This design comes from an exercise in tuning for small area on the open sky130 flow, not from production work. In this exercise RTL edits were held to simulation tests only and were not proved equivalent to the original. Power figures rest on the tool's default switching activity, not on a simulated workload.

File: flow/flow/run.sh
#!/bin/bash
# Standard layout, with these changes: ports are buffered with the smallest
# buffer (buf_1) instead of clkdlybuf4s50_1; pins may sit one track apart so
# the die can be small and the placement compact; CTS uses clkbuf_8 with
# larger sink clusters and no dummy loads. Each ORFS step keeps its own log
# under orfs/logs; make's full output goes to make.log.
set -euo pipefail
cat >> config.mk <<'EOF'
export BUFFER_PORTS_ARGS = -buffer_cell sky130_fd_sc_hd__buf_1
export PLACE_PINS_ARGS = -min_distance 1 -min_distance_in_tracks
export CTS_ARGS = -sink_clustering_enable -repair_clock_nets -dont_use_dummy_load -buf_list {sky130_fd_sc_hd__clkbuf_8} -sink_clustering_size 20 -sink_clustering_max_diameter 60
EOF
bash standard.sh > make.log 2>&1
File: flow/standard.sh
#!/bin/bash
# synth_recipe.tcl (not shown) runs the flow's synth.tcl, then flattens the netlist and writes it again
# the make line also repeats each setting of config.mk as NAME=value (left out here)
make -C /OpenROAD-flow-scripts/flow DESIGN_CONFIG=/design/flow/config.mk WORK_HOME=/design/flow/orfs CLKGATE_MAP_FILE= SYNTH_SCRIPT=/design/flow/synth_recipe.tcl "${@:-finish}"
File: flow/config.mk
export PLATFORM = sky130hd
export DESIGN_NAME = imu_frame_sync
export DESIGN_NICKNAME = imu_frame_sync
export VERILOG_FILES = /design/flow/design.v
export SDC_FILE = /design/flow/constraint.sdc
export NUM_CORES = 4
export LEC_CHECK = 0
export CAP_MARGIN = 20
export CORE_AREA = 5 5 155 155
export DIE_AREA = 0 0 160 160
export SLEW_MARGIN = 20
export BUFFER_PORTS_ARGS = -buffer_cell sky130_fd_sc_hd__buf_1
export PLACE_PINS_ARGS = -min_distance 1 -min_distance_in_tracks
export CTS_ARGS = -sink_clustering_enable -repair_clock_nets -dont_use_dummy_load -buf_list {sky130_fd_sc_hd__clkbuf_8} -sink_clustering_size 20 -sink_clustering_max_diameter 60
File: flow/constraint.sdc
create_clock -name core_clock -period 5.0 [get_ports {clk}]
set_input_delay 1.0000 -clock core_clock [delete_from_list [all_inputs] [get_ports {clk}]]
set_output_delay 1.0000 -clock core_clock [all_outputs]
set_load 0.01 [all_outputs]
File: flow/design.v
module frame_sync (
    input  wire         clk,
    input  wire         rst,
    input  wire         in_valid,
    input  wire [7:0]   in_data,
    output wire         in_ready,
    output wire         out_valid,
    input  wire         out_ready,
    output wire [287:0] out_frame,
    output wire         desync_evt,
    output wire [15:0]  desync_count
);
    localparam [7:0] SOF      = 8'h24;
    localparam [7:0] EOF      = 8'h23;
    localparam [5:0] IDX_1    = 6'b000001;
    localparam [5:0] LAST_IDX = 6'b100101;
    reg [271:0] body_q;        
    reg [5:0]   idx_q;         
    reg         out_valid_q;
    reg [15:0]  desync_count_q;
    reg         desync_evt_q;
    wire accept  = in_valid && !out_valid_q;
    wire hunting = (idx_q == 6'd0);
    wire at_last = (idx_q == LAST_IDX);
    wire [5:0] idx_step = {idx_q[4:0], idx_q[5] ^ idx_q[4]};
    wire do_start = accept && hunting && (in_data == SOF);
    wire do_fill  = accept && !hunting && !at_last;
    wire do_emit  = accept && at_last && (in_data == EOF);
    wire do_drop  = accept && at_last && (in_data != EOF);
    wire do_take  = out_valid_q && out_ready;
    always @(posedge clk) begin
        if (do_fill)
            body_q <= {in_data, body_q[271:8]};
    end
    always @(posedge clk) begin
        if (rst) begin
            idx_q          <= 6'd0;
            out_valid_q    <= 1'b0;
            desync_count_q <= 16'd0;
            desync_evt_q   <= 1'b0;
        end else begin
            desync_evt_q <= do_drop;
            if (do_start)
                idx_q <= IDX_1;
            else if (do_fill)
                idx_q <= idx_step;
            else if (do_emit || do_drop)
                idx_q <= 6'd0;
            if (do_emit)
                out_valid_q <= 1'b1;
            else if (do_take)
                out_valid_q <= 1'b0;
            if (do_drop && desync_count_q != 16'hFFFF)
                desync_count_q <= desync_count_q + 16'd1;
        end
    end
    assign in_ready     = !out_valid_q;
    assign out_valid    = out_valid_q;
    assign out_frame    = {EOF, body_q, SOF};
    assign desync_evt   = desync_evt_q;
    assign desync_count = desync_count_q;
endmodule
module field_decode (
    input  wire [287:0] frame,
    output wire [15:0]  status_raw,
    output wire [23:0]  gyro_x_raw,
    output wire [23:0]  gyro_y_raw,
    output wire [23:0]  gyro_z_raw,
    output wire [23:0]  acc_x_raw,
    output wire [23:0]  acc_y_raw,
    output wire [23:0]  acc_z_raw,
    output wire [23:0]  acc_hg_x_raw,
    output wire [15:0]  temp_raw,
    output wire [7:0]   sw_version,
    output wire [7:0]   frame_counter,
    output wire [15:0]  checksum_raw
);
    assign status_raw    = frame[55:40];     
    assign gyro_x_raw    = frame[87:64];     
    assign gyro_y_raw    = frame[111:88];    
    assign gyro_z_raw    = frame[135:112];   
    assign acc_x_raw     = frame[159:136];   
    assign acc_y_raw     = frame[183:160];   
    assign acc_z_raw     = frame[207:184];   
    assign acc_hg_x_raw  = frame[231:208];   
    assign temp_raw      = frame[247:232];   
    assign sw_version    = frame[255:248];   
    assign frame_counter = frame[263:256];   
    assign checksum_raw  = frame[279:264];   
endmodule
module status_decode (
    input  wire [15:0] status,
    output wire        high_g_sensor_in_all_axes,
    output wire        acc_x_ok,
    output wire        acc_y_ok,
    output wire        acc_z_ok,
    output wire        gyro_x_ok,
    output wire        gyro_y_ok,
    output wire        gyro_z_ok,
    output wire        sync_signal_exists,
    output wire        normal_mode,
    output wire        bit_mode,
    output wire        fault_mode,
    output wire        gyro_ranges_ok
);
    assign high_g_sensor_in_all_axes = status[4];
    assign acc_x_ok           = ~status[5];
    assign acc_y_ok           = ~status[6];
    assign acc_z_ok           = ~status[7];
    assign gyro_x_ok          = ~status[9];
    assign gyro_y_ok          = ~status[10];
    assign gyro_z_ok          = ~status[11];
    assign sync_signal_exists = ~status[12];
    assign normal_mode        = (status[14:13] == 2'b00);
    assign bit_mode           = status[13];
    assign fault_mode         = (status[14:13] == 2'b11);
    assign gyro_ranges_ok     = ~status[15];
endmodule
module scale_convert (
    input  wire [23:0] gyro_x_raw,
    input  wire [23:0] gyro_y_raw,
    input  wire [23:0] gyro_z_raw,
    input  wire [23:0] acc_x_raw,
    input  wire [23:0] acc_y_raw,
    input  wire [23:0] acc_z_raw,
    input  wire [23:0] acc_hg_x_raw,
    input  wire [15:0] temp_raw,
    output wire [23:0] gyro_x_s,
    output wire [23:0] gyro_y_s,
    output wire [23:0] gyro_z_s,
    output wire [23:0] acc_x_s,
    output wire [23:0] acc_y_s,
    output wire [24:0] acc_z_s,
    output wire [23:0] acc_hg_x_s,
    output wire [15:0] temp_tenths
);
    localparam signed [24:0] ONE_G = 25'sd32768;
    wire [23:0] acc_z_rec;
    srec24 u_gx (.raw(gyro_x_raw),   .value(gyro_x_s));
    srec24 u_gy (.raw(gyro_y_raw),   .value(gyro_y_s));
    srec24 u_gz (.raw(gyro_z_raw),   .value(gyro_z_s));
    srec24 u_ax (.raw(acc_x_raw),    .value(acc_x_s));
    srec24 u_ay (.raw(acc_y_raw),    .value(acc_y_s));
    srec24 u_az (.raw(acc_z_raw),    .value(acc_z_rec));
    srec24 u_hg (.raw(acc_hg_x_raw), .value(acc_hg_x_s));
    assign acc_z_s     = $signed({acc_z_rec[23], acc_z_rec}) - ONE_G;
    assign temp_tenths = temp_raw;
endmodule
module srec24 (
    input  wire [23:0] raw,
    output wire [23:0] value
);
    assign value = raw;
endmodule
module imu_frame_sync (
    input  wire         clk,
    input  wire         rst,
    input  wire         in_valid,
    input  wire [7:0]   in_data,
    output wire         in_ready,
    output wire         out_valid,
    input  wire         out_ready,
    output wire [287:0] out_frame,
    output wire [15:0]  status_raw,
    output wire [23:0]  gyro_x_raw,
    output wire [23:0]  gyro_y_raw,
    output wire [23:0]  gyro_z_raw,
    output wire [23:0]  acc_x_raw,
    output wire [23:0]  acc_y_raw,
    output wire [23:0]  acc_z_raw,
    output wire [23:0]  acc_hg_x_raw,
    output wire [15:0]  temp_raw,
    output wire [7:0]   sw_version,
    output wire [7:0]   frame_counter,
    output wire [15:0]  checksum_raw,
    output wire         high_g_sensor_in_all_axes,
    output wire         acc_x_ok,
    output wire         acc_y_ok,
    output wire         acc_z_ok,
    output wire         gyro_x_ok,
    output wire         gyro_y_ok,
    output wire         gyro_z_ok,
    output wire         sync_signal_exists,
    output wire         normal_mode,
    output wire         bit_mode,
    output wire         fault_mode,
    output wire         gyro_ranges_ok,
    output wire [23:0]  gyro_x_s,
    output wire [23:0]  gyro_y_s,
    output wire [23:0]  gyro_z_s,
    output wire [23:0]  acc_x_s,
    output wire [23:0]  acc_y_s,
    output wire [24:0]  acc_z_s,
    output wire [23:0]  acc_hg_x_s,
    output wire [15:0]  temp_tenths,
    output wire         desync_evt,
    output wire [15:0]  desync_count
);
    frame_sync u_sync (
        .clk          (clk),
        .rst          (rst),
        .in_valid     (in_valid),
        .in_data      (in_data),
        .in_ready     (in_ready),
        .out_valid    (out_valid),
        .out_ready    (out_ready),
        .out_frame    (out_frame),
        .desync_evt   (desync_evt),
        .desync_count (desync_count)
    );
    field_decode u_fields (
        .frame         (out_frame),
        .status_raw    (status_raw),
        .gyro_x_raw    (gyro_x_raw),
        .gyro_y_raw    (gyro_y_raw),
        .gyro_z_raw    (gyro_z_raw),
        .acc_x_raw     (acc_x_raw),
        .acc_y_raw     (acc_y_raw),
        .acc_z_raw     (acc_z_raw),
        .acc_hg_x_raw  (acc_hg_x_raw),
        .temp_raw      (temp_raw),
        .sw_version    (sw_version),
        .frame_counter (frame_counter),
        .checksum_raw  (checksum_raw)
    );
    status_decode u_status (
        .status                    (status_raw),
        .high_g_sensor_in_all_axes (high_g_sensor_in_all_axes),
        .acc_x_ok                  (acc_x_ok),
        .acc_y_ok                  (acc_y_ok),
        .acc_z_ok                  (acc_z_ok),
        .gyro_x_ok                 (gyro_x_ok),
        .gyro_y_ok                 (gyro_y_ok),
        .gyro_z_ok                 (gyro_z_ok),
        .sync_signal_exists        (sync_signal_exists),
        .normal_mode               (normal_mode),
        .bit_mode                  (bit_mode),
        .fault_mode                (fault_mode),
        .gyro_ranges_ok            (gyro_ranges_ok)
    );
    scale_convert u_scale (
        .gyro_x_raw   (gyro_x_raw),
        .gyro_y_raw   (gyro_y_raw),
        .gyro_z_raw   (gyro_z_raw),
        .acc_x_raw    (acc_x_raw),
        .acc_y_raw    (acc_y_raw),
        .acc_z_raw    (acc_z_raw),
        .acc_hg_x_raw (acc_hg_x_raw),
        .temp_raw     (temp_raw),
        .gyro_x_s     (gyro_x_s),
        .gyro_y_s     (gyro_y_s),
        .gyro_z_s     (gyro_z_s),
        .acc_x_s      (acc_x_s),
        .acc_y_s      (acc_y_s),
        .acc_z_s      (acc_z_s),
        .acc_hg_x_s   (acc_hg_x_s),
        .temp_tenths  (temp_tenths)
    );
endmodule
==> metrics.md, run 1 <==
| Metric | Value |
|---|---|
| Iteration-0 DRC Markers | `496` |
| Slew @ Worst Pin | `1.00 ns` |
| Hold crit path type | `reg -> reg` |
| Post-Route WL | `just under 30 mm` |
| Layout cells sized above 1 | `3.13%` |
| Flops & latches, synth | `a little under 300` |
| Drt pass-1 iters | `4` |
| Power Density | `285 nW/µm²` |
| Highest clock rate | `319 MHz` |
| First-pass GRT wire length | `around 43 mm` |
| DIE HEIGHT | `160 µm` |
| Outcome | `no timing/DRC/antenna violations` |
| Largest net degree at the start of global routing | `66` |
| Worst EP required | `~4 ns` |
| Seq/Total Area, Yosys | `67.8%` |
| TritonCTS clock tree | `built` |
| Post-DP HPWL | `about 22 mm` |
| Cts hold-fix bufs | `0` |
| Clock buffer depth | `3` |
| Period minus WS final | `3.14 ns` |
| Gpl congestion | `0.837` |
| H-tree lvl count | `1` |
| GRT overflow | `0` |
| MaxCap Viol Count | `0` |
| Resize count post-CTS | `0` |
| FF-to-FF Start | `u_sync.idx_q[4]` |
| P&R area growth vs syn | `2.28%` |
| DRC | `0` |
| Place WS | `~1.9 ns` |
| Final number of hold-violating endpoints | `0` |
| Vias/cell | `4.93` |
| I/O pin cnt | `748` |
| Core area | `22,000 µm²` |
| Routed via count | `7,374` |
| Critical Path AT | `2.14 ns` |
| Clk root buf | `clkbuf_8` |
| Count of cell types in the netlist | `38` |
| Setup TNS | `0 ns` |
| Worst Hold Launch | `u_sync.body_q[49]` |
| Gr usage total | `around 21%` |
| Startpoint types | `register` |
| Most common cell after layout, fill and taps aside | `buf_1` |
| Crit Path Class | `reg -> out` |
| Clock Sink Count | `296` |
| Die X | `160 µm` |
| Crit path from | `u_sync.body_q[195]` |
| Total die area | `25,600 µm²` |
| Setup Skew | `approximately 0.034 ns` |
| WHS | `0.444 ns` |
| Antenna viol nets, final | `0` |
| Synth warnings | `1` |
| Buffers on Ports | `about 730` |
| Cell count after synthesis | `873` |
| RSZ-0062 raised after global routing | `no` |
| Worst vdd ir | `about 0.22 mV` |
| Fin util | `59.4%` |
| Synth Cell Area | `12,800 µm²` |
| Ant diodes | `0` |
| Endpoint class of the critical path | `output pin` |
| Initial antenna violation count | `0` |
| Peak fanout along the critical path | `6` |
| Rows | `54` |
| WL/cell | `19.5 µm` |
| Clock Latency Late Sink | `between 0.5 and 0.6 ns` |
| CTS Buf Count | `20` |
| Most frequent cells in the layout | `buf_1, edfxtp_1, dfxtp_1` |
| Starting Density | `58.1%` |
| Slew HR | `approximately 33%` |
| Final WS setup | `1.86 ns` |
| Final Cycle Share | `62.8%` |
| Final setup viols | `0` |
| Synth Area per Inst | `14.6 µm²` |
| Final nets | `1,233` |
| Vias in the first global route | `7,293` |
| Reg clk slew, reported paths | `0.11 ns` |
| Post-CTS setup buffer count | `0` |
| Slew Limit Fails | `0` |
| Leak Pwr | `roughly 4.0 nW` |
-- registers in the layout, indices dropped and copies added, names as in the netlist --
signal and cells:
u_sync.body_q 272, u_sync.desync_count_q 16, u_sync.idx_q 6, u_sync.desync_evt_q 1, u_sync.out_valid_q 1
-- power by group --
group / internal, mW / switching, mW
Combinational: 0.00498 / 0.0187
Sequential: 2.66 / 0.00150
Clock: 0.362 / 0.667
Total: 3.03 / 0.688
-- final timing paths --
path / to / slack [ns] / depth (start not counted)
worst max register to register: u_sync.body_q[69] / 2.40 / 6
worst min register to register: u_sync.body_q[41] / 0.44 / 0
worst max-delay path: acc_z_s[23] / 1.86 / 6
worst min-delay path: u_sync.body_q[41] / 0.44 / 0
-- synthesized netlist by cell type --
cell       number  area share [%]
buf_4         425              25
edfxtp_1      272              64
dfxtp_1        24             3.8
nor2_1         21            0.62
inv_1          15            0.44
nand2_1        14            0.41
xnor2_1        12            0.82
nand3_1        10            0.39
a21oi_1         9            0.35
nor4_1          8            0.39
nand4_1         7            0.34
nor3_1          5            0.20
xor2_1          5            0.34
and3_1          4            0.20
clkbuf_1        4            0.12
ha_1            4            0.39
nor4_2          4            0.39
and2_1          3            0.15
nor4b_1         3            0.21
a31o_2          2            0.14
conb_1          2           0.059
nor2b_1         2           0.098
or3_1           2           0.098
or4_4           2            0.18
a211oi_1        1           0.059
a22oi_1         1           0.059
a2bb2oi_1       1           0.069
a31oi_1         1           0.049
and4_1          1           0.069
and4b_1         1           0.078
buf_2           1           0.039
mux2_1          1           0.088
mux2i_1         1           0.078
nand2b_1        1           0.049
nand2b_2        1           0.069
o21ai_0         1           0.039
or2_2           1           0.049
or4b_1          1           0.078
-- final cells by class --
class | instances | area, µm²
Inverter | 15 | 56.3
Tap cell | 280 | 350
Fill cell | 1774 | 8910
Sequential cell | 296 | 8650
Clock buffer | 20 | 275
Multi-Input combinational cell | 146 | 898
Timing Repair Buffer | 738 | 2820
-- stage by stage --
step	cells	power [mW]	cell area [µm²]
final	1495	3.72	13100
after detailed placement	1475	2.74	12800
after floorplan	887	2.74	12800
after global placement	1475	2.74	12800
after CTS	1495	3.77	13100
after global routing	1495	3.86	13100
-- metal layers --
metal  track usage, %  wire length [µm]  up-vias
met4             8.99               939        0
li1                 -                 -     3225
met1             23.5             10700     3539
met3             6.08              2450       86
met2             36.4             15100      524
met5                0                 0        -
-- critical path, stage by stage, from the launching register on --
cell and delay, ns:
edfxtp_1 0.54, nor4_1 0.41, nand2b_1 0.13, nor2_1 0.14, nand2_1 0.09, xnor2_1 0.14
buf_1 0.18
-- cell families after synthesis --
logic type               Yosys count  synth area share [%]
multiplexers                       2                 0.167
other                              2                0.0589
flip-flops                       296                  67.8
AO/OA/AOI/OAI                     16                 0.765
adder cells (fa/ha/maj)            4                 0.392
AND/OR/NAND/NOR                   91                  4.06
buffers and inverters            445                  25.6
XOR/XNOR                          17                  1.17
==> run 2, diff against run 1 <==
--- a/flow/flow/run.sh
+++ b/flow/flow/run.sh
@@ -11,2 +11,3 @@
 export CTS_ARGS = -sink_clustering_enable -repair_clock_nets -dont_use_dummy_load -buf_list {sky130_fd_sc_hd__clkbuf_8} -sink_clustering_size 20 -sink_clustering_max_diameter 60
+export SKIP_REPAIR_TIE_FANOUT = 1
 EOF
--- a/flow/config.mk
+++ b/flow/config.mk
@@ -14 +14,2 @@
 export CTS_ARGS = -sink_clustering_enable -repair_clock_nets -dont_use_dummy_load -buf_list {sky130_fd_sc_hd__clkbuf_8} -sink_clustering_size 20 -sink_clustering_max_diameter 60
+export SKIP_REPAIR_TIE_FANOUT = 1
==> metrics.md, run 2 <==
| Metric | Value |
|---|---|
| Largest net degree at the start of global routing | `69 (+4.5%)` |
| Worst Hold Launch | `u_sync.body_q[16]` |
| Drt pass-1 iters | `4 (unchanged)` |
| Critical Path AT | `2.18 ns (+0.04 ns)` |
| DRC | `0 (unchanged)` |
| Leak Pwr | `3.99 nW (-1.0%)` |
| Flops & latches, synth | `296 (unchanged)` |
| Buffers on Ports | `731 (unchanged)` |
| Iteration-0 DRC Markers | `452 (-8.9%)` |
| RSZ-0062 raised after global routing | `no` |
| Synth cell count leaders | `buf_4, edfxtp_1, dfxtp_1` |
| Area contributors post-synth | `edfxtp_1, buf_4, dfxtp_1, xnor2_1, nor2_1` |
| Vias in the first global route | `7,130 (-2.2%)` |
| Synth warnings | `1 (unchanged)` |
| Synth Cell Area | `12,800 µm² (unchanged)` |
| P&R area growth vs syn | `2.02%` |
| Rows | `54 (unchanged)` |
| Worst hold path endpoint | `u_sync.body_q[8]` |
| First-pass GRT wire length | `42.5 mm (-0.24%)` |
| Vias/cell | `4.92 (-0.31%)` |
| Clock Sink Count | `296 (unchanged)` |
| Min-Delay Path Depth | `0 (unchanged)` |
| Worst vdd ir | `0.230 mV (+4.8%)` |
| Post-DP HPWL | `22.1 mm (-0.70%)` |
| Final setup viols | `0 (unchanged)` |
| Count of cell types in the netlist | `38 (unchanged)` |
| Slew @ Worst Pin | `0.934 ns (-0.0689 ns)` |
| Starting Density | `58.1% (unchanged)` |
| Seq/Total Area, Yosys | `67.8% (unchanged)` |
| Die X | `160 µm (unchanged)` |
| EDFF count, synth | `272 (unchanged)` |
| Clk root buf | `clkbuf_8` |
| Endpoint class of the critical path | `output pin` |
| Post-CTS setup buffer count | `0 (unchanged)` |
| WL/cell | `19.5 µm (+0.19%)` |
| CTS Buf Count | `19 (-5.0%)` |
| Initial antenna violation count | `0 (unchanged)` |
| Fraction of registers with async set/reset | `0% (unchanged)` |
| Total die area | `25,600 µm² (unchanged)` |
| Top-count cell post-synth | `buf_4` |
| I/O pin cnt | `748 (unchanged)` |
| FF-to-FF Start | `u_sync.idx_q[4]` |
| Antenna viol nets, final | `0 (unchanged)` |
| Clock buffer depth | `3 (unchanged)` |
| Final Cycle Share | `63.5% (+0.76 points)` |
| Post-Route WL | `29.0 mm (-0.74%)` |
| Power Density | `284 nW/µm² (-0.23%)` |
| Peak fanout along the critical path | `5 (-1)` |
| Top reg by flops | `u_sync.body_q` |
| Crit Path Class | `reg -> out` |
| Slew HR | `37.7% (+4.6 points)` |
| Most frequent cells in the layout | `buf_1, edfxtp_1, dfxtp_1` |
| Resize count post-CTS | `0 (unchanged)` |
| Worst R2R End | `u_sync.body_q[254]` |
| Routed via count | `7,282 (-1.2%)` |
| Period minus WS final | `3.18 ns (+0.0379 ns)` |
| Gr usage total | `20.7% (+0.033 points)` |
| GRT overflow | `0 (unchanged)` |
| TritonCTS clock tree | `built` |
| Most common cell after layout, fill and taps aside | `buf_1` |
| DIE HEIGHT | `160 µm (unchanged)` |
| Post-synth top area share | `64.0% (unchanged)` |
| Cts hold-fix bufs | `0 (unchanged)` |
| Startpoint types | `register` |
| H-tree lvl count | `1 (unchanged)` |
| Flop2flop setup slack | `2.53 ns (+0.13 ns)` |
| Reg clk slew, reported paths | `0.11 ns (about the same)` |
| Final nets | `1,219 (-1.1%)` |
| Gpl congestion | `0.819 (-2.2%)` |
| Setup TNS | `0 ns (unchanged)` |
| Synth Area per Inst | `14.6 µm² (unchanged)` |
| Largest register FFs | `272 (unchanged)` |
| Hold crit path type | `reg -> reg` |
| Largest registers | `u_sync.body_q (272), u_sync.desync_count_q (16), u_sync.idx_q (6)` |
| Slew Limit Fails | `0 (unchanged)` |
| Core area | `22,000 µm² (unchanged)` |
| Area post-placement | `12,800 µm² (-0.16%)` |
| Setup Skew | `0.0279 ns (-0.00557 ns)` |
| Cell count after synthesis | `873 (unchanged)` |
| Design area | `13,000 µm² (-0.26%)` |
| MaxCap Viol Count | `0 (unchanged)` |
| Depth of the most critical reg-to-reg path | `6 (unchanged)` |
| Worst EP required | `4.00 ns (about the same)` |
| Largest area contributor in the netlist | `edfxtp_1` |
| Outcome | `no timing/DRC/antenna violations` |
| Highest clock rate | `315 MHz (-1.2%)` |
| Final number of hold-violating endpoints | `0 (unchanged)` |
| Clock Latency Late Sink | `0.52 ns (about the same)` |
| Ant diodes | `0 (unchanged)` |
| Top_reg_cell synth | `edfxtp_1` |
| Layout cells sized above 1 | `3.16% (+0.036 points)` |
==> run 2: cell count changes in the layout (fill, tap and decap cells not counted) <==
cell,previous run,this run
clkbuf_8,20,19
buf_4,5,4
conb_1,16,2
buf_12,2,4
==> run 2: metrics by stage <==
stage	power [mW]	utilization, %	hold slack (ns)	instances	setup WS (ns)
4_1_cts	3.75	59.3	0.455	1481	1.81
3_5_place_dp	2.74	58.1	0.434	1462	1.94
6_report	3.70	59.3	0.453	1481	1.82
2_1_floorplan	2.74	-	0.447	873	1.33
5_1_grt	3.85	59.3	0.459	1481	1.65
3_3_place_gp	2.74	58.1	0.428	1462	1.98
==> run 2: kinds of logic (layout without fill, tap and decap cells) <==
logic type      count (synthesis)  in the layout  synth area share (%)
other cells                     2              2                0.0589
buf+inv                       445            773                  25.6
mux                             2              2                 0.167
compound gates                 16             16                 0.765
fa+ha+maj                       4              4                 0.392
simple gates                   91             91                  4.06
xor+xnor                       17             17                  1.17
flops                         296            296                  67.8
==> run 2: critical path, stage by stage, from the launching register on <==
cell and delay, ns:
edfxtp_1 0.52, nor4_1 0.45, nand2b_1 0.13, nor3_1 0.20
xor2_1 0.16, buf_1 0.20
==> run 2: layer usage <==
metal	track usage [%]	vias to the layer above	wire length, µm
met5	0	-	0
met4	6.77	0	614
met3	7.19	80	2890
met2	35.1	550	14600
met1	25.1	3440	10800
li1	-	3212	-
==> run 2: layout make-up <==
type,instances,area (µm²)
Clock buffer,19,262
Multi-Input combinational cell,132,846
Tap cell,280,350
Timing Repair Buffer,739,2850
Sequential cell,296,8650
Inverter,15,56.3
Fill cell,1737,8940
==> run 2: power by group <==
| group | internal (mW) | leakage (nW) | switching (mW) |
|---|---|---|---|
| sequential | 2.66 | 2.64 | 0.00150 |
| combinational | 0.00504 | 1.21 | 0.0180 |
| clock | 0.345 | 0.137 | 0.667 |
==> run 2: worst max path at each step <==
stage	start	end	slack [ns]	cells after the start
2_1_floorplan	in_valid	u_sync.body_q[0]	1.33	3
3_3_place_gp	in_valid	u_sync.body_q[230]	1.98	5
3_5_place_dp	in_valid	u_sync.body_q[228]	1.94	5
4_1_cts	u_sync.body_q[196]	acc_z_s[22]	1.81	5
5_1_grt	u_sync.body_q[196]	acc_z_s[22]	1.65	5
6_report	u_sync.body_q[196]	acc_z_s[22]	1.82	5
==> run 3, diff against run 2 <==
--- a/flow/config.mk
+++ b/flow/config.mk
@@ -8,4 +8,4 @@
 export CAP_MARGIN = 20
-export CORE_AREA = 5 5 155 155
-export DIE_AREA = 0 0 160 160
+export CORE_AREA = 5 5 135 135
+export DIE_AREA = 0 0 140 140
 export SLEW_MARGIN = 20
==> metrics.md, run 3 <==
| Metric | Value |
|---|---|
| Outcome | `no timing/DRC/antenna violations` |
| Clock Sink Count | `296 (unchanged)` |
| Count of cell types in the netlist | `38 (unchanged)` |
| DRC | `0 (unchanged)` |
| Clock buffer depth | `3 (unchanged)` |
| TritonCTS clock tree | `built` |
| M2 GR Usage | `44.9% (+9.8 points)` |
| Iteration-0 DRC Markers | `646 (+43%)` |
| Design area | `12,900 µm² (-0.94%)` |
| CTS Buf Count | `19 (unchanged)` |
| Max stage delay on crit path | `0.57 ns (+0.05 ns)` |
| Peak fanout along the critical path | `6 (+1)` |
| Final nets | `1,216 (-0.25%)` |
| Synth warnings | `1 (unchanged)` |
| Top reg by flops | `u_sync.body_q` |
| Area post-placement | `12,600 µm² (-0.96%)` |
| Largest net degree at the start of global routing | `90 (+30%)` |
| Highest clock rate | `303 MHz (-3.6%)` |
| Total die area | `19,600 µm² (-23%)` |
| Largest register FFs | `272 (unchanged)` |
| Crit Path Class | `reg -> out` |
| MaxCap Viol Count | `0 (unchanged)` |
| Slew @ Worst Pin | `0.933 ns (-0.00124 ns)` |
| Most common cell after layout, fill and taps aside | `buf_1` |
| Critical Path AT | `2.30 ns (+0.12 ns)` |
| Die X | `140 µm (-13%)` |
| Ant diodes | `0 (unchanged)` |
| Vias/cell | `5.33 (+8.3%)` |
| Initial antenna violation count | `0 (unchanged)` |
| I/O pin cnt | `748 (unchanged)` |
| Gr usage total | `28.6% (+7.9 points)` |
| GRT overflow | `0 (unchanged)` |
| Final number of hold-violating endpoints | `0 (unchanged)` |
| Grt met3 use | `10.8% (+3.6 points)` |
| Resize count post-CTS | `0 (unchanged)` |
| Drt pass-1 iters | `5 (+1)` |
| Hold crit path type | `reg -> reg` |
| Core area | `16,600 µm² (-24%)` |
| Synth cell count leaders | `buf_4, edfxtp_1, dfxtp_1` |
| Clock Latency Late Sink | `0.53 ns (about the same)` |
| Cts hold-fix bufs | `0 (unchanged)` |
| Flops & latches, synth | `296 (unchanged)` |
| Post-CTS setup buffer count | `0 (unchanged)` |
| Routed via count | `7,552 (+3.7%)` |
| Crit-path leading delay family | `simple AND/OR/NAND/NOR gates` |
| Cell count after synthesis | `873 (unchanged)` |
| Period minus WS final | `3.30 ns (+0.120 ns)` |
| Synth Cell Area | `12,800 µm² (unchanged)` |
| Slowest-stage cell, CP | `nor4_1` |
| Critical Path, Cell by Cell | `nor4_1, nand2b_1, nor2_1, nand2_1, xnor2_1, buf_1` |
| Buffers on Ports | `731 (unchanged)` |
| Startpoint types | `register` |
| Worst path bufs/invs | `1 (unchanged)` |
| RSZ-0062 raised after global routing | `no` |
| Most frequent cells in the layout | `buf_1, edfxtp_1, dfxtp_1` |
| Post-DP HPWL | `22.8 mm (+3.4%)` |
| Worst vdd ir | `0.229 mV (-0.64%)` |
| Setup Skew | `0.0983 ns (+0.0704 ns)` |
| Flop2flop setup slack | `2.51 ns (-0.02 ns)` |
| Fin util | `77.8% (+18 points)` |
| Leak Pwr | `3.96 nW (-0.54%)` |
| Largest registers | `u_sync.body_q (272), u_sync.desync_count_q (16), u_sync.idx_q (6)` |
| Final setup viols | `0 (unchanged)` |
| EDFF count, synth | `272 (unchanged)` |
| Gpl congestion | `0.864 (+5.5%)` |
| Seq/Total Area, Yosys | `67.8% (unchanged)` |
| Post-Route WL | `29.4 mm (+1.5%)` |
| Fraction of registers with async set/reset | `0% (unchanged)` |
| Vias in the first global route | `7,272 (+2.0%)` |
| Post-synth top area share | `64.0% (unchanged)` |
| First-pass GRT wire length | `43.8 mm (+3.1%)` |
| Endpoint class of the critical path | `output pin` |
| GR peak layer | `met2` |
| Slew Limit Fails | `0 (unchanged)` |
| H-tree lvl count | `1 (unchanged)` |
| Power Density | `285 nW/µm² (+0.47%)` |
| Rows | `47 (-13%)` |
| Final Cycle Share | `65.9% (+2.4 points)` |
| Number of fill cells | `1,013 (-42%)` |
| Layout cells sized above 1 | `2.92% (-0.24 points)` |
| Met1 usage | `36.3% (+11 points)` |
| Worst EP required | `4.00 ns (about the same)` |
| Setup TNS | `0 ns (unchanged)` |
| DIE HEIGHT | `140 µm (-13%)` |
| Largest area contributor in the netlist | `edfxtp_1` |
| Reg clk slew, reported paths | `0.11 ns (about the same)` |
| Top_reg_cell synth | `edfxtp_1` |
| Total chip power | `3.68 mW (-0.48%)` |
| P&R area growth vs syn | `1.06%` |
| Clk root buf | `clkbuf_8` |
| WHS | `0.431 ns (-0.0221 ns)` |
| Synth Area per Inst | `14.6 µm² (unchanged)` |
| Slew HR | `37.8% (+0.083 points)` |
| WL/cell | `20.7 µm (+6.0%)` |
| Top-count cell post-synth | `buf_4` |
| Antenna viol nets, final | `0 (unchanged)` |
| Area contributors post-synth | `edfxtp_1, buf_4, dfxtp_1, xnor2_1, nor2_1` |
| Starting Density | `76.9% (+19 points)` |
run 3: cell counts after synthesis:
No cell type changed its count.
run 3: cell families (layout without fill, tap and decap cells):
kind of cell	after synthesis	in the layout	synth area share (%)
other	2	2	0.0589
DFF	296	296	67.8
adders and majority gates	4	4	0.392
muxes	2	2	0.167
and+or+nand+nor	91	91	4.06
xor gates and xnor gates	17	17	1.17
buffers and inverters	445	770	25.6
AOI/OAI and AO/OA	16	16	0.765
run 3: worst paths after layout:
| path | to | start | cells past startpoint |
|---|---|---|---|
| setup / recovery | acc_z_s[23] | u_sync.body_q[195] | 6 |
| hold / removal | u_sync.body_q[242] | u_sync.body_q[250] | 0 |
| setup reg to reg | u_sync.body_q[248] | u_sync.idx_q[4] | 6 |
| hold reg to reg | u_sync.body_q[242] | u_sync.body_q[250] | 0 |
run 3: area by class of cell:
type / count / area (µm²) / area share (%)
inverter: 15 / 56.3 / 0.437
sequential: 296 / 8650 / 67.1
clock buffer: 19 / 262 / 2.03
multi-input combinational: 132 / 846 / 6.56
tap: 220 / 275 / 2.13
timing repair buffer: 736 / 2810 / 21.8
run 3: metal layers:
| layer | vias to the layer above | routed length (µm) |
|---|---|---|
| met5 | - | 0 |
| met2 | 640 | 14400 |
| met3 | 121 | 3590 |
| li1 | 3204 | - |
| met1 | 3587 | 10300 |
| met4 | 0 | 1080 |
run 3: where the power goes:
part           switching, mW  internal [mW]
Combinational         0.0185        0.00495
Clock                  0.649          0.345
Sequential           0.00155           2.66
Total                  0.669           3.01
run 3: through the flow:
step                      setup WS, ns  instances
final                             1.70       1418
after global placement            2.04       1399
after CTS                         1.70       1418
after floorplan                   1.33        873
after global routing              1.50       1418
after detailed placement          2.00       1399
==> run 4, diff against run 3 <==
--- a/flow/config.mk
+++ b/flow/config.mk
@@ -7,6 +7,6 @@
 export LEC_CHECK = 0
-export CAP_MARGIN = 20
-export CORE_AREA = 5 5 135 135
-export DIE_AREA = 0 0 140 140
-export SLEW_MARGIN = 20
+export CAP_MARGIN = 0
+export CORE_AREA = 5 5 155 155
+export DIE_AREA = 0 0 160 160
+export SLEW_MARGIN = 0
 export BUFFER_PORTS_ARGS = -buffer_cell sky130_fd_sc_hd__buf_1
==> metrics.md, run 4 <==
| Metric | Value |
|---|---|
| I/O pin cnt | `748 (unchanged)` |
| Gpl congestion | `0.819 (-5.2%)` |
| Setup Skew | `0.0279 ns (-0.0704 ns)` |
| Initial antenna violation count | `0 (unchanged)` |
| Highest clock rate | `315 MHz (+3.8%)` |
| Die X | `160 µm (+14%)` |
| Most frequent cells in the layout | `buf_1, edfxtp_1, dfxtp_1` |
| TritonCTS clock tree | `built` |
| Synth cell count leaders | `buf_4, edfxtp_1, dfxtp_1` |
| Post-Route WL | `29.0 mm (-1.5%)` |
| Outcome | `no timing/DRC/antenna violations` |
| DIE HEIGHT | `160 µm (+14%)` |
| Clock Power Share | `27.4% (+0.4 points)` |
| Synth warnings | `1 (unchanged)` |
| Critical Path AT | `2.18 ns (-0.12 ns)` |
| Fraction of registers with async set/reset | `0% (unchanged)` |
| Rows | `54 (+15%)` |
| Post-DP HPWL | `22.1 mm (-3.3%)` |
| Cell count after synthesis | `873 (unchanged)` |
| EDFF count, synth | `272 (unchanged)` |
| Count of cell types in the netlist | `38 (unchanged)` |
| Synth Cell Area | `12,800 µm² (unchanged)` |
| Period minus WS final | `3.18 ns (-0.120 ns)` |
| RSZ-0062 raised after global routing | `no` |
| Gr usage total | `20.7% (-7.9 points)` |
| Slew Limit Fails | `0 (unchanged)` |
| Hold crit path type | `reg -> reg` |
| Post-CTS setup buffer count | `0 (unchanged)` |
| Post-synth top area share | `64.0% (unchanged)` |
| Peak fanout along the critical path | `5 (-1)` |
| Clk root buf | `clkbuf_8` |
| Clock Latency Late Sink | `0.52 ns (about the same)` |
| Top-count cell post-synth | `buf_4` |
| Final std cells w/o fill | `1,481 (+4.4%)` |
| Largest area contributor in the netlist | `edfxtp_1` |
| Ant diodes | `0 (unchanged)` |
| Sequential Power Share | `72.0% (-0.3 points)` |
| Resize count post-CTS | `0 (unchanged)` |
| Combinational Power Share | `0.6% (about the same)` |
| Largest net degree at the start of global routing | `69 (-23%)` |
| Final nets | `1,219 (+0.25%)` |
| Main combinational cell family by area after synthesis | `buffers and inverters` |
| Starting Density | `58.1% (-19 points)` |
| Antenna viol nets, final | `0 (unchanged)` |
| Post-synthesis adder-cell area fraction | `0.392% (unchanged)` |
| Total die area | `25,600 µm² (+31%)` |
| CTS Buf Count | `19 (unchanged)` |
| Reg clk slew, reported paths | `0.11 ns (about the same)` |
| Leak Pwr | `3.99 nW (+0.55%)` |
| Total chip power | `3.70 mW (+0.48%)` |
| Setup TNS | `0 ns (unchanged)` |
| Largest registers | `u_sync.body_q (272), u_sync.desync_count_q (16), u_sync.idx_q (6)` |
| Crit Path Class | `reg -> out` |
| Final setup viols | `0 (unchanged)` |
| Drt pass-1 iters | `4 (-1)` |
| H-tree lvl count | `1 (unchanged)` |
| Buffers on Ports | `731 (unchanged)` |
| Slew HR | `37.7% (-0.083 points)` |
| GRT overflow | `0 (unchanged)` |
| Flops & latches, synth | `296 (unchanged)` |
| DRC | `0 (unchanged)` |
| NetSw | `0.687 mW (+2.6%)` |
| WL/cell | `19.5 µm (-5.7%)` |
| Area contributors post-synth | `edfxtp_1, buf_4, dfxtp_1, xnor2_1, nor2_1` |
| Fin util | `59.3% (-18 points)` |
| Seq/Total Area, Yosys | `67.8% (unchanged)` |
| Most common cell after layout, fill and taps aside | `buf_1` |
| Top_reg_cell synth | `edfxtp_1` |
| Startpoint types | `register` |
| Synth Area in Simple Gates | `4.06% (unchanged)` |
| Largest register FFs | `272 (unchanged)` |
| Int Power | `3.01 mW (about the same)` |
| Xor/xnor share of the synthesized area | `1.17% (unchanged)` |
| Post-synthesis compound-gate area fraction | `0.765% (unchanged)` |
| MaxCap Viol Count | `0 (unchanged)` |
| Core area | `22,000 µm² (+32%)` |
| Clock buffer depth | `3 (unchanged)` |
| Iteration-0 DRC Markers | `452 (-30%)` |
| Worst EP required | `4.00 ns (about the same)` |
| Clock Sink Count | `296 (unchanged)` |
| Slew @ Worst Pin | `0.934 ns (+0.00124 ns)` |
| Final number of hold-violating endpoints | `0 (unchanged)` |
| Layout cells sized above 1 | `3.16% (+0.24 points)` |
| First-pass GRT wire length | `42.5 mm (-3.0%)` |
| Placed Cells | `1,462 (+4.5%)` |
| Top reg by flops | `u_sync.body_q` |
| Sw Ratio | `18.6% (+0.39 points)` |
| Power Density | `284 nW/µm² (-0.47%)` |
| Worst vdd ir | `0.230 mV (+0.64%)` |
| Cts hold-fix bufs | `0 (unchanged)` |
| Vias/cell | `4.92 (-7.7%)` |
| Routed via count | `7,282 (-3.6%)` |
| Mux share of post-synthesis cell area | `0.167% (unchanged)` |
| Final Cycle Share | `63.5% (-2.4 points)` |
| Number of fill cells | `1,737 (+71%)` |
| Vias in the first global route | `7,130 (-2.0%)` |
| Endpoint class of the critical path | `output pin` |
| P&R area growth vs syn | `2.02%` |
| Synth Area per Inst | `14.6 µm² (unchanged)` |
## run 4: cell families after synthesis
group / Yosys count
AOI/OAI and AO/OA: 16
buffers and inverters: 445
and+or+nand+nor: 91
muxes: 2
xor gates and xnor gates: 17
adders and majority gates: 4
other: 2
DFF: 296
## run 4: final timing paths
check	end	start	depth (start not counted)	slack [ns]
max reg2reg	u_sync.body_q[254]	u_sync.idx_q[4]	6	2.53
max	acc_z_s[22]	u_sync.body_q[196]	5	1.82
min reg2reg	u_sync.body_q[8]	u_sync.body_q[16]	0	0.45
min	u_sync.body_q[8]	u_sync.body_q[16]	0	0.45
## run 4: worst max-delay path: stages (launching register included)
cell      delay (ns)
edfxtp_1        0.52
nor4_1          0.45
nand2b_1        0.13
nor3_1          0.20
xor2_1          0.16
buf_1           0.20
## run 4: per-layer routing
| layer | GRT usage [%] | wire length, µm | vias up |
|---|---|---|---|
| met1 | 25.1 | 10800 | 3440 |
| met3 | 7.19 | 2890 | 80 |
| met4 | 6.77 | 614 | 0 |
| li1 | - | - | 3212 |
| met2 | 35.1 | 14600 | 550 |
| met5 | 0 | 0 | - |
## run 4: area by class of cell
class / count / area, µm² / share of cell area (%)
Sequential cell: 296 / 8650 / 66.4
Timing Repair Buffer: 739 / 2850 / 21.9
Multi-Input combinational cell: 132 / 846 / 6.50
Tap cell: 280 / 350 / 2.69
Clock buffer: 19 / 262 / 2.01
Inverter: 15 / 56.3 / 0.433
## run 4: metrics by stage
step | instance area (µm²) | hold WS (ns) | setup slack (ns)
global placement | 12800 | 0.428 | 1.98
finish | 13000 | 0.453 | 1.82
floorplan | 12800 | 0.447 | 1.33
CTS | 13000 | 0.455 | 1.81
global route | 13000 | 0.459 | 1.65
detailed placement | 12800 | 0.434 | 1.94
## run 4: power by group through the flow
stage	sequential, mW	combinational (mW)	clock, mW
global route	2.66	0.0252	1.16
CTS	2.66	0.0230	1.06
floorplan	2.72	0.0248	0
global placement	2.72	0.0229	0
finish	2.66	0.0230	1.01
detailed placement	2.72	0.0231	0
==> run 5, diff against run 4 <==
--- a/flow/design.v
+++ b/flow/design.v
@@ -30,2 +30,12 @@
     wire do_take  = out_valid_q && out_ready;
+    wire [16:0] count_carry;
+    wire [15:0] count_sum;
+    assign count_carry[0] = do_drop;
+    genvar g;
+    generate
+        for (g = 0; g < 16; g = g + 1) begin : g_count
+            assign count_sum[g]     = desync_count_q[g] ^ count_carry[g];
+            assign count_carry[g+1] = desync_count_q[g] & count_carry[g];
+        end
+    endgenerate
     always @(posedge clk) begin
@@ -52,4 +62,3 @@
                 out_valid_q <= 1'b0;
-            if (do_drop && desync_count_q != 16'hFFFF)
-                desync_count_q <= desync_count_q + 16'd1;
+            desync_count_q <= count_sum | {16{count_carry[16]}};
         end
--- a/flow/config.mk
+++ b/flow/config.mk
@@ -7,6 +7,6 @@
 export LEC_CHECK = 0
-export CAP_MARGIN = 0
+export CAP_MARGIN = 20
 export CORE_AREA = 5 5 155 155
 export DIE_AREA = 0 0 160 160
-export SLEW_MARGIN = 0
+export SLEW_MARGIN = 20
 export BUFFER_PORTS_ARGS = -buffer_cell sky130_fd_sc_hd__buf_1
==> metrics.md, run 5 <==
| Metric | Value |
|---|---|
| Slew Limit Fails | `0 (unchanged)` |
| Vias in the first global route | `6,945 (-2.6%)` |
| Vias/cell | `4.87 (-0.94%)` |
| I/O pin cnt | `748 (unchanged)` |
| CTS Buf Count | `22 (+3)` |
| Largest area contributor in the netlist | `edfxtp_1` |
| P&R area growth vs syn | `2.70%` |
| Cts hold-fix bufs | `0 (unchanged)` |
| Combinational Power Share | `0.7% (about the same)` |
| First-pass GRT wire length | `41.2 mm (-3.1%)` |
| Ant diodes | `0 (unchanged)` |
| Power Density | `290 nW/µm² (+2.0%)` |
| EDFF count, synth | `272 (unchanged)` |
| Sequential Power Share | `70.8% (-1.2 points)` |
| RSZ-0062 raised after global routing | `no` |
| Antenna viol nets, final | `0 (unchanged)` |
| Critical Path, Cell by Cell | `buf_1, or4b_4, nor4_4, nor3_1, ha_2, ha_1, ha_1, ha_1, ha_1, ha_1, ha_2, ha_2, ha_2, ha_2, ha_2, ha_2, ha_2, ha_2, ha_2, and2_1, nor2_1, nor2_1` |
| Crit Path Class | `in -> reg` |
| Largest registers | `u_sync.body_q (272), u_sync.desync_count_q (16), u_sync.idx_q (6)` |
| Outcome | `no timing/DRC/antenna violations` |
| Largest net degree at the start of global routing | `56 (-19%)` |
| Startpoint types | `input port` |
| Seq/Total Area, Yosys | `68.4% (+0.66 points)` |
| Synth Area per Inst | `14.8 µm² (+1.5%)` |
| Critical Path Sink | `u_sync.desync_count_q[2]` |
| Gr usage total | `20.2% (-0.53 points)` |
| Final nets | `1,219 (unchanged)` |
| Cell count after synthesis | `852 (-2.4%)` |
| Met2 wire length | `14.0 mm (-4.4%)` |
| Sw Ratio | `18.5% (-0.031 points)` |
| Mux share of post-synthesis cell area | `0% (-0.17 points)` |
| Endpoint class of the critical path | `register` |
| Drt pass-1 iters | `5 (+1)` |
| Final WS setup | `0.289 ns (-1.53 ns)` |
| Hold crit path type | `reg -> reg` |
| Count of cell types in the netlist | `30 (-21%)` |
| Synth Cell Area | `12,600 µm² (-0.96%)` |
| Final setup viols | `0 (unchanged)` |
| Setup Skew | `0.0651 ns (+0.0372 ns)` |
| Reg clk slew, reported paths | `0.10 ns (about the same)` |
| Period minus WS final | `4.71 ns (+1.53 ns)` |
| Main combinational cell family by area after synthesis | `buffers and inverters` |
| Rows | `54 (unchanged)` |
| MaxCap Viol Count | `0 (unchanged)` |
| Core area | `22,000 µm² (unchanged)` |
| Critical path's most frequent cell | `ha_2` |
| Synth cell count leaders | `buf_4, edfxtp_1, nor2_1` |
| Clock Sink Count | `296 (unchanged)` |
| Peak fanout along the critical path | `15 (+10)` |
| DIE HEIGHT | `160 µm (unchanged)` |
| Max stage delay on crit path | `0.57 ns (+0.05 ns)` |
| Flops & latches, synth | `296 (unchanged)` |
| Placed Cells | `1,445 (-1.2%)` |
| Top-count cell post-synth | `buf_4` |
| Buffers on Ports | `731 (unchanged)` |
| WL/cell | `19.3 µm (-1.2%)` |
| Post-synth top area share | `64.6% (+0.62 points)` |
| Fraction of registers with async set/reset | `0% (unchanged)` |
| Gpl congestion | `0.834 (+1.8%)` |
| Slew @ Worst Pin | `0.917 ns (-0.0164 ns)` |
| TritonCTS clock tree | `built` |
| GRT overflow | `0 (unchanged)` |
| NetSw | `0.697 mW (+1.5%)` |
| Final number of hold-violating endpoints | `0 (unchanged)` |
| Crit path from | `in_data[4]` |
| Leak Pwr | `4.11 nW (+3.2%)` |
| Most frequent cells in the layout | `buf_1, edfxtp_1, nor2_1` |
| Post-Route WL | `28.3 mm (-2.1%)` |
| Slowest-stage cell, CP | `or4b_4` |
| Most common cell after layout, fill and taps aside | `buf_1` |
| Synth warnings | `1 (unchanged)` |
| Int Power | `3.06 mW (+1.7%)` |
| Worst EP required | `5.35 ns (+1.35 ns)` |
| Post-synthesis adder-cell area fraction | `1.78% (+1.4 points)` |
| Worst R2R End | `u_sync.desync_count_q[2]` |
| Flop2flop setup slack | `0.85 ns (-1.68 ns)` |
| Slew HR | `38.7% (+0.95 points)` |
| FF-to-FF Start | `u_sync.idx_q[4]` |
| Area contributors post-synth | `edfxtp_1, buf_4, dfxtp_1, ha_1, nor2_1` |
| Iteration-0 DRC Markers | `503 (+11%)` |
| Worst vdd ir | `0.180 mV (-22%)` |
| Die X | `160 µm (unchanged)` |
| Post-CTS setup buffer count | `0 (unchanged)` |
| WHS | `0.434 ns (-0.0190 ns)` |
| Metal-1 WL | `10.5 mm (-3.0%)` |
| Layout cells sized above 1 | `4.13% (+0.96 points)` |
| Synth Area in Simple Gates | `2.78% (-1.3 points)` |
| Top Layer Used | `met5` |
| Resize count post-CTS | `0 (unchanged)` |
| Clock buffer depth | `3 (unchanged)` |
| Routed via count | `7,145 (-1.9%)` |
| Depth of the most critical reg-to-reg path | `23 (+17)` |
| Xor/xnor share of the synthesized area | `0.485% (-0.68 points)` |
| Top_reg_cell synth | `edfxtp_1` |
| Total chip power | `3.76 mW (+1.7%)` |
| Clock Latency Late Sink | `0.53 ns (about the same)` |
| DRC | `0 (unchanged)` |
| Highest clock rate | `212 MHz (-33%)` |
| Post-synthesis compound-gate area fraction | `0.564% (-0.20 points)` |
| Total die area | `25,600 µm² (unchanged)` |
| Place WS | `-0.236 ns (-2.18 ns)` |
| Largest register FFs | `272 (unchanged)` |
| Top reg by flops | `u_sync.body_q` |
| H-tree lvl count | `1 (unchanged)` |
| Initial antenna violation count | `0 (unchanged)` |
| Critical Path AT | `5.06 ns (+2.88 ns)` |
| Final Cycle Share | `94.2% (+31 points)` |
| Final std cells w/o fill | `1,467 (-0.95%)` |
| Post-DP HPWL | `21.8 mm (-1.2%)` |
| Starting Density | `57.5% (-0.56 points)` |
| Met3 WL | `3.03 mm (+4.9%)` |
| Clock Power Share | `28.5% (+1.1 points)` |
| Clk root buf | `clkbuf_8` |
## run 5: cell count changes after synthesis, sizes merged, moves of 5 or more
| cell | previous run | this run |
|---|---|---|
| nand3 | 10 | 5 |
| nand2 | 14 | 9 |
| ha | 4 | 18 |
| nor4 | 12 | 4 |
| nor2 | 21 | 39 |
| nand4 | 7 | 1 |
| xnor2 | 12 | 3 |
## run 5: through the flow
step / setup TNS (ns) / cell area, µm² / util (%)
2_1_floorplan: -221.45 / 12700 / -
3_3_place_gp: -2.88 / 12700 / 57.7
3_5_place_dp: -3.40 / 12700 / 57.7
4_1_cts: 0 / 13000 / 59.1
5_1_grt: 0 / 13000 / 59.1
6_report: 0 / 13000 / 59.1
## run 5: worst min-delay path by stage
stage                            from                end  depth (start not counted)
global placement    u_sync.body_q[53]  u_sync.body_q[45]                          0
finish              u_sync.body_q[55]  u_sync.body_q[47]                          0
global route        u_sync.body_q[50]  u_sync.body_q[42]                          0
floorplan             u_sync.idx_q[5]    u_sync.idx_q[5]                          2
detailed placement  u_sync.body_q[53]  u_sync.body_q[45]                          0
CTS                 u_sync.body_q[55]  u_sync.body_q[47]                          0
## run 5: kinds of logic after synthesis
group,count (synthesis)
AND/OR/NAND/NOR,72
XOR/XNOR,7
adder cells (fa/ha/maj),18
flip-flops,296
AO/OA/AOI/OAI,11
other,2
buffers and inverters,446
## run 5: worst max-delay path, delay by kind of cell
family	cells	cell delay, ns
adder cells (fa/ha/maj)	15	2.55
AND/OR/NAND/NOR	6	1.43
buffers and inverters	1	0.09
## run 5: final cells by class
class                      instances  area (µm²)
inverter                          16        60.1
timing repair buffer             743        2860
fill                            1707        8980
multi-input combinational        110         757
clock buffer                      22         303
sequential                       296        8650
tap                              280         350
## run 5: routing by layer
metal,track usage (%),vias to the layer above
met5,1.52,-
met3,6.06,93
met2,33.6,597
met4,7.39,2
li1,-,3116
met1,25.1,3337
## run 5: power groups by stage
stage          combinational, mW  sequential (mW)  clock, mW
2_1_floorplan             0.0266             2.72          0
3_3_place_gp              0.0250             2.72          0
3_5_place_dp              0.0252             2.72          0
4_1_cts                   0.0251             2.66       1.12
5_1_grt                   0.0275             2.66       1.22
6_report                  0.0251             2.66       1.07
==> run 6, diff against run 5 <==
--- a/flow/config.mk
+++ b/flow/config.mk
@@ -8,4 +8,4 @@
 export CAP_MARGIN = 20
-export CORE_AREA = 5 5 155 155
-export DIE_AREA = 0 0 160 160
+export CORE_AREA = 5 5 135 135
+export DIE_AREA = 0 0 140 140
 export SLEW_MARGIN = 20
==> metrics.md, run 6 <==
| Metric | Value |
|---|---|
| Clock Latency Late Sink | `0.52 ns (about the same)` |
| Seq/Total Area, Yosys | `68.4% (unchanged)` |
| Highest clock rate | `211 MHz (-0.50%)` |
| Setup Skew | `0.0235 ns (-0.0417 ns)` |
| Number of fill cells | `1,030 (-40%)` |
| Main combinational cell family by area after synthesis | `buffers and inverters` |
| Top-count cell post-synth | `buf_4` |
| Critical Path AT | `5.10 ns (+0.04 ns)` |
| Starting Density | `76.2% (+19 points)` |
| Total chip power | `3.69 mW (-2.0%)` |
| Largest registers | `u_sync.body_q (272), u_sync.desync_count_q (16), u_sync.idx_q (6)` |
| Slew Limit Fails | `0 (unchanged)` |
| Layout cells sized above 1 | `3.40% (-0.73 points)` |
| Ant diodes | `0 (unchanged)` |
| Area post-placement | `12,600 µm² (-0.85%)` |
| Slew @ Worst Pin | `1.01 ns (+0.0907 ns)` |
| Buffers on Ports | `731 (unchanged)` |
| Reg clk slew, reported paths | `0.10 ns (about the same)` |
| Largest net degree at the start of global routing | `79 (+41%)` |
| RSZ-0062 raised after global routing | `no` |
| Cts hold-fix bufs | `0 (unchanged)` |
| Most common cell after layout, fill and taps aside | `buf_1` |
| Met1 usage | `34.7% (+9.5 points)` |
| Period minus WS final | `4.73 ns (+0.0237 ns)` |
| Peak fanout along the critical path | `15 (unchanged)` |
| WHS | `0.457 ns (+0.0224 ns)` |
| Clock Sink Count | `296 (unchanged)` |
| GR peak layer | `met2` |
| Clk root buf | `clkbuf_8` |
| Post-CTS setup buffer count | `0 (unchanged)` |
| EDFF count, synth | `272 (unchanged)` |
| Xor/xnor share of the synthesized area | `0.485% (unchanged)` |
| Largest register FFs | `272 (unchanged)` |
| Vias/cell | `5.27 (+8.2%)` |
| Drt pass-1 iters | `4 (-1)` |
| Worst vdd ir | `0.273 mV (+51%)` |
| H-tree lvl count | `1 (unchanged)` |
| Startpoint types | `input port` |
| Post-Route WL | `29.4 mm (+3.8%)` |
| Outcome | `no timing/DRC/antenna violations` |
| Leak Pwr | `4.06 nW (-1.2%)` |
| Rows | `47 (-13%)` |
| Endpoint class of the critical path | `register` |
| Clock buffer depth | `3 (unchanged)` |
| Top reg by flops | `u_sync.body_q` |
| Largest area contributor in the netlist | `edfxtp_1` |
| Synth Cell Area | `12,600 µm² (unchanged)` |
| Worst EP required | `5.36 ns (about the same)` |
| Synth warnings | `1 (unchanged)` |
| Post-DP HPWL | `23.1 mm (+6.0%)` |
| DRC | `0 (unchanged)` |
| Mux share of post-synthesis cell area | `0% (unchanged)` |
| Slew HR | `32.6% (-6.1 points)` |
| Resize count post-CTS | `0 (unchanged)` |
| Hold crit path type | `reg -> reg` |
| Total die area | `19,600 µm² (-23%)` |
| Final nets | `1,210 (-0.74%)` |
| Area contributors post-synth | `edfxtp_1, buf_4, dfxtp_1, ha_1, nor2_1` |
| First-pass GRT wire length | `43.5 mm (+5.6%)` |
| Final number of hold-violating endpoints | `0 (unchanged)` |
| Core area | `16,600 µm² (-24%)` |
| Antenna viol nets, final | `0 (unchanged)` |
| Gr usage total | `28.4% (+8.2 points)` |
| Cell count after synthesis | `852 (unchanged)` |
| MaxCap Viol Count | `0 (unchanged)` |
| Final std cells w/o fill | `1,398 (-4.7%)` |
| Vias in the first global route | `7,277 (+4.8%)` |
| Count of cell types in the netlist | `30 (unchanged)` |
| GRT overflow | `0 (unchanged)` |
| P&R area growth vs syn | `1.53%` |
| I/O pin cnt | `748 (unchanged)` |
| Fraction of registers with async set/reset | `0% (unchanged)` |
| Most frequent cells in the layout | `buf_1, edfxtp_1, nor2_1` |
| M2 GR Usage | `45.8% (+12 points)` |
| WL/cell | `21.0 µm (+8.9%)` |
| Grt met3 use | `10.4% (+4.3 points)` |
| Final setup viols | `0 (unchanged)` |
| Post-synthesis compound-gate area fraction | `0.564% (unchanged)` |
| Placed Cells | `1,379 (-4.6%)` |
| DIE HEIGHT | `140 µm (-13%)` |
| Post-synth top area share | `64.6% (unchanged)` |
| Synth cell count leaders | `buf_4, edfxtp_1, nor2_1` |
| Top_reg_cell synth | `edfxtp_1` |
| Synth Area in Simple Gates | `2.78% (unchanged)` |
| Initial antenna violation count | `0 (unchanged)` |
| Gpl congestion | `0.838 (+0.48%)` |
| Iteration-0 DRC Markers | `693 (+38%)` |
| Synth Area per Inst | `14.8 µm² (unchanged)` |
| Final Cycle Share | `94.7% (+0.47 points)` |
| Setup TNS | `0 ns (unchanged)` |
| Power Density | `287 nW/µm² (-0.84%)` |
| Routed via count | `7,366 (+3.1%)` |
| Die X | `140 µm (-13%)` |
| Design area | `12,800 µm² (-1.1%)` |
| TritonCTS clock tree | `built` |
| Crit Path Class | `in -> reg` |
| Post-synthesis adder-cell area fraction | `1.78% (unchanged)` |
| Flops & latches, synth | `296 (unchanged)` |
| CTS Buf Count | `19 (-14%)` |
## run 6: cell counts after synthesis
Identical to the previous run, type by type.
## run 6: kinds of logic after synthesis
| kind of cell | Yosys count |
|---|---|
| other | 2 |
| and+or+nand+nor | 72 |
| DFF | 296 |
| AOI/OAI and AO/OA | 11 |
| adders and majority gates | 18 |
| buffers and inverters | 446 |
| xor gates and xnor gates | 7 |
## run 6: area by class of cell
cell class,instances,area [µm²],share of cell area [%]
Inverter,16,60.1,0.468
Sequential cell,296,8650,67.4
Clock buffer,19,262,2.04
Multi-Input combinational cell,110,757,5.90
Timing Repair Buffer,737,2830,22.0
Tap cell,220,275,2.15
## run 6: final timing paths
| check | from | end | slack (ns) | depth (start not counted) |
|---|---|---|---|---|
| max reg2reg | u_sync.idx_q[4] | u_sync.desync_count_q[1] | 0.79 | 22 |
| min | u_sync.body_q[29] | u_sync.body_q[21] | 0.46 | 0 |
| min reg2reg | u_sync.body_q[29] | u_sync.body_q[21] | 0.46 | 0 |
| max | in_data[4] | u_sync.desync_count_q[1] | 0.27 | 22 |
## run 6: per-layer routing
| layer | vias to the layer above | share of wire (%) |
|---|---|---|
| li1 | 3098 | - |
| met1 | 3510 | 34 |
| met2 | 631 | 50 |
| met3 | 127 | 12 |
| met4 | 0 | 4.0 |
| met5 | - | 0 |
## run 6: metrics by stage
| stage | util, % | setup slack, ns |
|---|---|---|
| floorplan | - | -0.814 |
| global placement | 75.8 | -0.202 |
| detailed placement | 75.8 | -0.296 |
| CTS | 77.4 | 0.253 |
| global route | 77.4 | 0.0415 |
| finish | 77.4 | 0.265 |
## run 6: worst max-delay path, stage by stage
cell and delay, ns:
buf_1 0.09, or4b_4 0.58, nor4_4 0.24, nor3_1 0.11
ha_2 0.20, ha_1 0.17, ha_1 0.18, ha_1 0.18
ha_1 0.18, ha_1 0.18, ha_2 0.16, ha_2 0.16
ha_2 0.16, ha_2 0.16, ha_2 0.16, ha_2 0.16
ha_2 0.16, ha_2 0.17, ha_2 0.17, and2_1 0.30
nor2_1 0.16, nor2_1 0.05
## run 6: report_power, final
part	switching (mW)	total, mW	leakage (nW)	internal (mW)
Combinational	0.0193	0.0252	1.29	0.00591
Sequential	0.00166	2.66	2.64	2.66
Clock	0.653	0.998	0.137	0.345
Total	0.674	3.69	4.06	3.01
==> run 7, diff against run 6 <==
--- a/flow/design.v
+++ b/flow/design.v
@@ -19,3 +19,3 @@
     reg         out_valid_q;
-    reg [15:0]  desync_count_q;
+    reg [15:0]  count_lag_q;     
     reg         desync_evt_q;
@@ -31,4 +31,4 @@
     wire [16:0] count_carry;
-    wire [15:0] count_sum;
-    assign count_carry[0] = do_drop;
+    wire [15:0] count_now;
+    assign count_carry[0] = desync_evt_q & ~(&count_lag_q);
     genvar g;
@@ -36,4 +36,4 @@
         for (g = 0; g < 16; g = g + 1) begin : g_count
-            assign count_sum[g]     = desync_count_q[g] ^ count_carry[g];
-            assign count_carry[g+1] = desync_count_q[g] & count_carry[g];
+            assign count_now[g]     = count_lag_q[g] ^ count_carry[g];
+            assign count_carry[g+1] = count_lag_q[g] & count_carry[g];
         end
@@ -48,3 +48,3 @@
             out_valid_q    <= 1'b0;
-            desync_count_q <= 16'd0;
+            count_lag_q    <= 16'd0;
             desync_evt_q   <= 1'b0;
@@ -62,3 +62,3 @@
                 out_valid_q <= 1'b0;
-            desync_count_q <= count_sum | {16{count_carry[16]}};
+            count_lag_q <= count_now;
         end
@@ -69,3 +69,3 @@
     assign desync_evt   = desync_evt_q;
-    assign desync_count = desync_count_q;
+    assign desync_count = count_now;
 endmodule
==> metrics.md, run 7 <==
| Metric | Value |
|---|---|
| Rows | `47 (unchanged)` |
| Fraction of registers with async set/reset | `0% (unchanged)` |
| WHS | `0.452 ns (-0.00502 ns)` |
| Vias/cell | `5.37 (+1.9%)` |
| Largest area contributor in the netlist | `edfxtp_1` |
| Power Density | `281 nW/µm² (-2.1%)` |
| GRT overflow | `0 (unchanged)` |
| Core area | `16,600 µm² (unchanged)` |
| WL/cell | `21.4 µm (+1.5%)` |
| Startpoint types | `register` |
| H-tree lvl count | `1 (unchanged)` |
| Critical path's most frequent cell | `ha_4` |
| Post-DP HPWL | `23.2 mm (+0.23%)` |
| Starting Density | `76.1% (-0.091 points)` |
| First-pass GRT wire length | `44.3 mm (+1.8%)` |
| Worst EP required | `4.00 ns (-1.36 ns)` |
| Worst R2R End | `u_sync.count_lag_q[15]` |
| Clock Latency Late Sink | `0.51 ns (about the same)` |
| Crit Path Class | `reg -> out` |
| Multi-input logic area | `902 µm² (+19%)` |
| Endpoint class of the critical path | `output pin` |
| Most common cell after layout, fill and taps aside | `buf_1` |
| Drt pass-1 iters | `6 (+2)` |
| Slowest-stage cell, CP | `o41a_1` |
| Leak Pwr | `4.08 nW (+0.34%)` |
| Final Cycle Share | `103% (+8.6 points)` |
| EDFF count, synth | `272 (unchanged)` |
| Largest net degree at the start of global routing | `68 (-14%)` |
| Top-count cell post-synth | `buf_4` |
| Worst hold path endpoint | `u_sync.body_q[41]` |
| Peak fanout along the critical path | `2 (-13)` |
| Slew @ Worst Pin | `0.869 ns (-0.139 ns)` |
| Highest clock rate | `194 MHz (-8.3%)` |
| Vias in the first global route | `7,187 (-1.2%)` |
| RSZ-0062 raised after global routing | `yes` |
| Critical Path AT | `4.16 ns (-0.94 ns)` |
| Worst vdd ir | `0.228 mV (-16%)` |
| Depth of the most critical reg-to-reg path | `19 (-14%)` |
| Gr usage total | `29.0% (+0.55 points)` |
| Seq/Total Area, Yosys | `68.5% (+0.081 points)` |
| Most frequent cells in the layout | `buf_1, edfxtp_1, clkbuf_8` |
| Setup Skew | `0.0245 ns (+0.00108 ns)` |
| Min-Delay Path Depth | `0 (unchanged)` |
| Antenna viol nets, final | `0 (unchanged)` |
| Clock buffer depth | `3 (unchanged)` |
| Synth warnings | `1 (unchanged)` |
| Reg clk slew, reported paths | `0.11 ns (about the same)` |
| Number of fill cells | `1,002 (-2.7%)` |
| Hold crit path type | `reg -> reg` |
| Initial antenna violation count | `0 (unchanged)` |
| SO Viols | `setup timing` |
| Final WS setup | `-0.164 ns (-0.429 ns)` |
| CTS Buf Count | `18 (-1)` |
| Total chip power | `3.66 mW (-0.68%)` |
| Period minus WS final | `5.16 ns (+0.429 ns)` |
| TritonCTS clock tree | `built` |
| Flops & latches, synth | `296 (unchanged)` |
| Synth Cell Area | `12,600 µm² (-0.12%)` |
| Top_reg_cell synth | `edfxtp_1` |
| Ant diodes | `0 (unchanged)` |
| Slew Limit Fails | `0 (unchanged)` |
| Largest register FFs | `272 (unchanged)` |
| Cell count after synthesis | `838 (-1.6%)` |
| Outcome | `finished with violations` |
| Largest registers | `u_sync.body_q (272), u_sync.count_lag_q (16), u_sync.idx_q (6)` |
| Max stage delay on crit path | `0.46 ns (-0.12 ns)` |
| Area contributors post-synth | `edfxtp_1, buf_4, dfxtp_1, ha_1, nor2b_1` |
| Routed via count | `7,469 (+1.4%)` |
| Layout cells sized above 1 | `5.64% (+2.2 points)` |
| Post-Route WL | `29.7 mm (+1.0%)` |
| Synth cell count leaders | `buf_4, edfxtp_1, dfxtp_1` |
| Top reg by flops | `u_sync.body_q` |
| Flop2flop setup slack | `1.22 ns (+0.43 ns)` |
| DRC | `0 (unchanged)` |
| Iteration-0 DRC Markers | `669 (-3.5%)` |
| P&R area growth vs syn | `3.11%` |
| Count of cell types in the netlist | `32 (+6.7%)` |
| Buffers on Ports | `731 (unchanged)` |
| Worst path bufs/invs | `1 (unchanged)` |
| Final number of hold-violating endpoints | `0 (unchanged)` |
| Clock Sink Count | `296 (unchanged)` |
| Slew HR | `42.1% (+9.4 points)` |
| Final nets | `1,203 (-0.58%)` |
| MaxCap Viol Count | `0 (unchanged)` |
| Synth Area per Inst | `15.1 µm² (+1.5%)` |
| Worst Hold Launch | `u_sync.body_q[49]` |
| I/O pin cnt | `748 (unchanged)` |
| Crit-path leading delay family | `adder cells` |
| Post-synth top area share | `64.7% (+0.077 points)` |
| DIE HEIGHT | `140 µm (unchanged)` |
| Total die area | `19,600 µm² (unchanged)` |
| Gpl congestion | `0.869 (+3.8%)` |
| FF-to-FF Start | `u_sync.count_lag_q[9]` |
| Reg area | `8660 µm² (+0.17%)` |
| Critical Path, Cell by Cell | `nand4_1, o41a_1, ha_2, ha_4, ha_4, ha_4, ha_4, ha_4, ha_4, ha_4, ha_4, ha_4, ha_4, ha_4, ha_4, ha_4, ha_4, xor2_2, buf_2` |
| Die X | `140 µm (unchanged)` |
| Final setup viols | `2 (+2)` |
| Clk root buf | `clkbuf_8` |
==> run 7: cell type report <==
| class | instances | area share (%) |
|---|---|---|
| well taps | 220 | 2.12 |
| multi-input cells | 99 | 6.93 |
| repair buffers | 743 | 22.0 |
| inverters | 15 | 0.433 |
| clock buffers | 18 | 1.90 |
| flip-flops and latches | 296 | 66.6 |
==> run 7: timing repair <==
item | 4_1_cts | 5_1_grt
gates resized for setup | 44 | 3
hold buffers | 0 | 0
endpoints found under the setup margin | 4 | 3
pin swaps | 5 | 1
buffers inserted | 6 | 1
==> run 7: per-stage QoR <==
stage	cells	area (µm²)	setup TNS, ns	util, %	setup slack [ns]
floorplan	838	12600	0	-	0.363
global placement	1366	12500	0	75.4	0.0520
detailed placement	1366	12500	0	75.4	0.0333
CTS	1390	13000	-0.123	78.4	-0.120
global route	1391	13000	-0.466	78.5	-0.314
finish	1391	13000	-0.203	78.5	-0.164
==> run 7: worst max-delay path by stage <==
stage	from	end	slack [ns]	cells past startpoint
final	u_sync.count_lag_q[9]	desync_count[15]	-0.16	19
after global routing	u_sync.count_lag_q[9]	desync_count[15]	-0.31	19
after CTS	u_sync.count_lag_q[11]	desync_count[15]	-0.12	19
after detailed placement	u_sync.count_lag_q[15]	desync_count[15]	0.03	19
after global placement	u_sync.count_lag_q[14]	desync_count[15]	0.05	19
after floorplan	u_sync.count_lag_q[14]	desync_count[15]	0.36	18
==> run 7: logic make-up after synthesis <==
family                     Yosys count  synth area share [%]
other                                2                0.0595
buffers and inverters              443                  25.8
and+or+nand+nor                     59                  2.68
xor gates and xnor gates             6                 0.416
AOI/OAI and AO/OA                   14                 0.724
adders and majority gates           18                  1.78
DFF                                296                  68.5
==> run 7: power breakdown <==
part / switching [mW] / internal (mW) / total [mW]
registers: 0.00164 / 2.66 / 2.66
clock network: 0.647 / 0.328 / 0.975
logic: 0.0184 / 0.00484 / 0.0233
total: 0.667 / 2.99 / 3.66
==> run 7: layer usage <==
metal  wire length (µm)  vias up  GRT usage, %
met4                972        0          11.8
met2              14700      672          45.5
met1              10400     3590          38.1
met5                  0        -             0
met3               3640      126          9.27
li1                   -     3081             -

Check on run 7: ideal ports give -0.164 ns setup slack; a clkbuf_16 on the clock port and buf_2 on the inputs give -0.205 ns; moving port delays by the midpoint clock arrival (0.538 ns) as well gives 0.333 ns.
